What follows belongs to an exercise in optimizing a design on an open flow for small area, a short achievable clock period and few clock cycles; a production flow would make more cautious choices. In this exercise RTL edits were held to simulation tests only and were not proved equivalent to the original.

west:
## rs_bm_decoder
module rs_bm_decoder (
    input  wire         clk,
    input  wire         rst,
    input  wire         start,
    input  wire [4:0]   t_in,
    input  wire [377:0] word_in,
    output wire         ready,
    output reg          done,
    output reg          ok,
    output reg  [4:0]   nerr,
    output wire [377:0] word_out
);
==> flow/config.mk <==
export PLATFORM = sky130hd
export DESIGN_NAME = rs_bm_decoder
export DESIGN_NICKNAME = rs_bm_decoder
export VERILOG_FILES = /design/flow/design.v
export SDC_FILE = /design/flow/constraint.sdc
export NUM_CORES = 8
export LEC_CHECK = 0
export CAP_MARGIN = 30
export CORE_MARGIN = 2
export CORE_UTILIZATION = 35
export PLACE_DENSITY = 0.5
export SLEW_MARGIN = 30
==> flow/constraint.sdc <==
create_clock -name core_clock -period 10.0 [get_ports {clk}]
set_input_delay 2.0000 -clock core_clock [delete_from_list [all_inputs] [get_ports {clk}]]
set_output_delay 2.0000 -clock core_clock [all_outputs]
set_load 0.01 [all_outputs]
standard.sh (not shown) runs the stock make flow with config.mk's settings and CLKGATE_MAP_FILE= SYNTH_SCRIPT=/design/flow/synth_recipe.tcl, a recipe that flattens the netlist after the stock synthesis.
==> flow/flow/run.sh <==
#!/bin/bash
set -euo pipefail
export SETUP_SLACK_MARGIN=6.2
export BUFFER_PORTS_ARGS="-buffer_cell sky130_fd_sc_hd__buf_2"
export MAX_REPAIR_ANTENNAS_ITER_DRT=10
bash standard.sh > standard.log 2>&1
Testbench counts of west, summed over its fixed seeds: cycles 6,766.
Setup changes, west to south
--- a/flow/design.v
+++ b/flow/design.v
@@ -48,25 +48,25 @@
   reg [5:0]  bk;
   wire       b_free = !b_busy || (bk == NG + 1);
   wire       a_run  = (a_state == A_RUN);
   wire       a_last = a_run && (n == {tA, 1'b0} - 6'd1);
   reg        ready_q;         
   wire       hand   = ready_q && (a_state != A_IDLE);
   assign ready = ready_q;
   reg [1:0] a_state_nx;
   reg [5:0] n_nx, bk_nx;
   reg       b_busy_nx;
   reg       noc;
   wire      early = b_busy && (bk == 6'd1) && noc;
-  wire [4:0] tA_nx = ready_q ? t_in : tA;
+  wire [4:0] tA_nx = (ready_q && start) ? t_in : tA;
   always @* begin
     a_state_nx = a_state;
     case (a_state)
       A_IDLE: if (start) a_state_nx = A_SYN;
       A_SYN:  a_state_nx = A_RUN;
       A_RUN:  if (a_last) a_state_nx = hand ? (start ? A_SYN : A_IDLE) : A_FIN;
       A_FIN:  if (hand) a_state_nx = start ? A_SYN : A_IDLE;
     endcase
     n_nx      = (ready_q || (a_state == A_SYN)) ? 6'd0 : (a_run ? n + 6'd1 : n);
     b_busy_nx = b_busy;
     bk_nx     = bk;
     if (hand) begin
@@ -87,65 +87,70 @@
                     ((a_state_nx == A_RUN) && (n_nx == {tA_nx, 1'b0} - 6'd1))) &&
                    (!b_busy_nx || (bk_nx == NG + 1)));
   reg [5:0] rot [0:62];
   reg [5:0] s_next;
   always @* begin
     s_next = 6'd0;
     for (k = 0; k < 63; k = k + 1) begin
       rot[k] = gf_mul(ready_q ? word_in[6*k +: 6] : R[k], APOW[6*k +: 6]);
       s_next = s_next ^ rot[k];
     end
   end
   reg [5:0] d, u, v, b;
+  reg [5:0] ar;               
+  reg       gl;               
   reg [5:0] a;
   reg [5:0] Cv [0:31];
   always @* begin
     Cv[0] = 6'd1;
     for (k = 1; k < 32; k = k + 1)
       Cv[k] = C[k];
     a = gf_mul(C[1], synd);
     for (k = 2; k < 32; k = k + 1)
       a = a ^ gf_mul(C[k], win[k-1]);
   end
   wire [5:0] f    = gf_mul(d, ib);
   wire [5:0] d_nx = synd ^ u ^ gf_mul(f, v);
-  wire [5:0] u_nx = a ^ gf_mul(f, b);
+  wire [5:0] b_eff = gl ? (synd ^ ar) : b;
+  wire [5:0] u_nx = a ^ gf_mul(f, b_eff);
   wire grow = (d != 6'd0) && ({L, 1'b0} <= {1'b0, n});
   reg [5:0] Cn [0:31];
   reg [5:0] Bcn [0:31];
   always @* begin
     for (k = 0; k < 32; k = k + 1) begin
       Cn[k]  = (k > 0) ? (Cv[k] ^ gf_mul(f, Bs[k-1])) : Cv[k];
       Bcn[k] = grow ? Cv[k] : Bc[k];
     end
   end
   wire [5:0] gamn = grow ? d : gam;
   wire [5:0] Ln   = grow ? (n + 6'd1 - L) : L;
   wire [5:0] shn  = a_run ? (grow ? 6'd0 : sh + 6'd1) : sh;
   always @(posedge clk) begin
     for (k = 0; k < 63; k = k + 1)
       R[k] <= rot[k];
-    if (ready_q) begin
+    if (ready_q && start) begin
       for (k = 0; k < 63; k = k + 1)
         W1[k] <= word_in[6*k +: 6];
       tA <= t_in;
     end
     synd   <= s_next;
     win[1] <= synd;
     d <= (a_state == A_SYN) ? synd : ((a_run && !a_last) ? d_nx : 6'd0);
     u <= (a_state == A_SYN) ? 6'd0 : u_nx;
     if ((a_state == A_SYN) || grow) begin
       v <= (a_state == A_SYN) ? synd : (synd ^ u);
-      b <= (a_state == A_SYN) ? s_next : (s_next ^ a);
-    end
+    end
+    b  <= (a_state == A_SYN) ? s_next : b_eff;
+    ar <= a;
+    gl <= (a_state != A_SYN) && grow;
     for (k = 2; k < 31; k = k + 1)
       win[k] <= win[k-1];
     if (a_state == A_SYN) begin
       for (k = 0; k < 32; k = k + 1) begin
         if (k > 0) C[k] <= 6'd0;
         Bs[k] <= (k == 0) ? 6'd1 : 6'd0;
         Bc[k] <= (k == 0) ? 6'd1 : 6'd0;
       end
       gam <= 6'd1;
       ib  <= 6'd1;
       L   <= 6'd0;
       sh  <= 6'd0;
Findings:
Maximum number of pins on one net before global-route repair: west and south compared, lower one is south
Relative to west, non-clock buffer count has decreased by about 4% in south.
Hold slack in south is 0.0053 ns above west.
Global-route wire length before repair down about 0.5% in south wrt west
Testbench counts of south, summed over its fixed seeds: cycles 6,766.

-- afterwards: timing with drivers on the ports --
No port has a modelled driver above. Below, the same layouts with a new extraction and two added sets of constraints.
Step 1 sets driving cells, clkbuf_16 on the clock port and buf_2 on the other inputs (assumed; they add their load-dependent delay and slew).
Step 2 times the ports against the registers' clock, not the clock port: input delays grow and output delays shrink by t, the midpoint of the rising clock arrivals with the driver on.
Three values: no drivers, after step 1, after step 2; two values: the first two.
run | t, ns | setup slack, ns | worst hold slack (ns) | cell pins on the clock port's net
west | 1.123 | 5.824 / 5.763 / 4.740 | 0.262 / 0.262 / 0.262 | 1
south | 1.117 | 6.019 / 6.019 / 4.952 | 0.267 / 0.267 / 0.267 | 1
After both steps setup and hold are still met in every run listed. The setup slack of west, which loses most, moves by -0.061 ns with the drivers and by -1.084 ns with both steps.
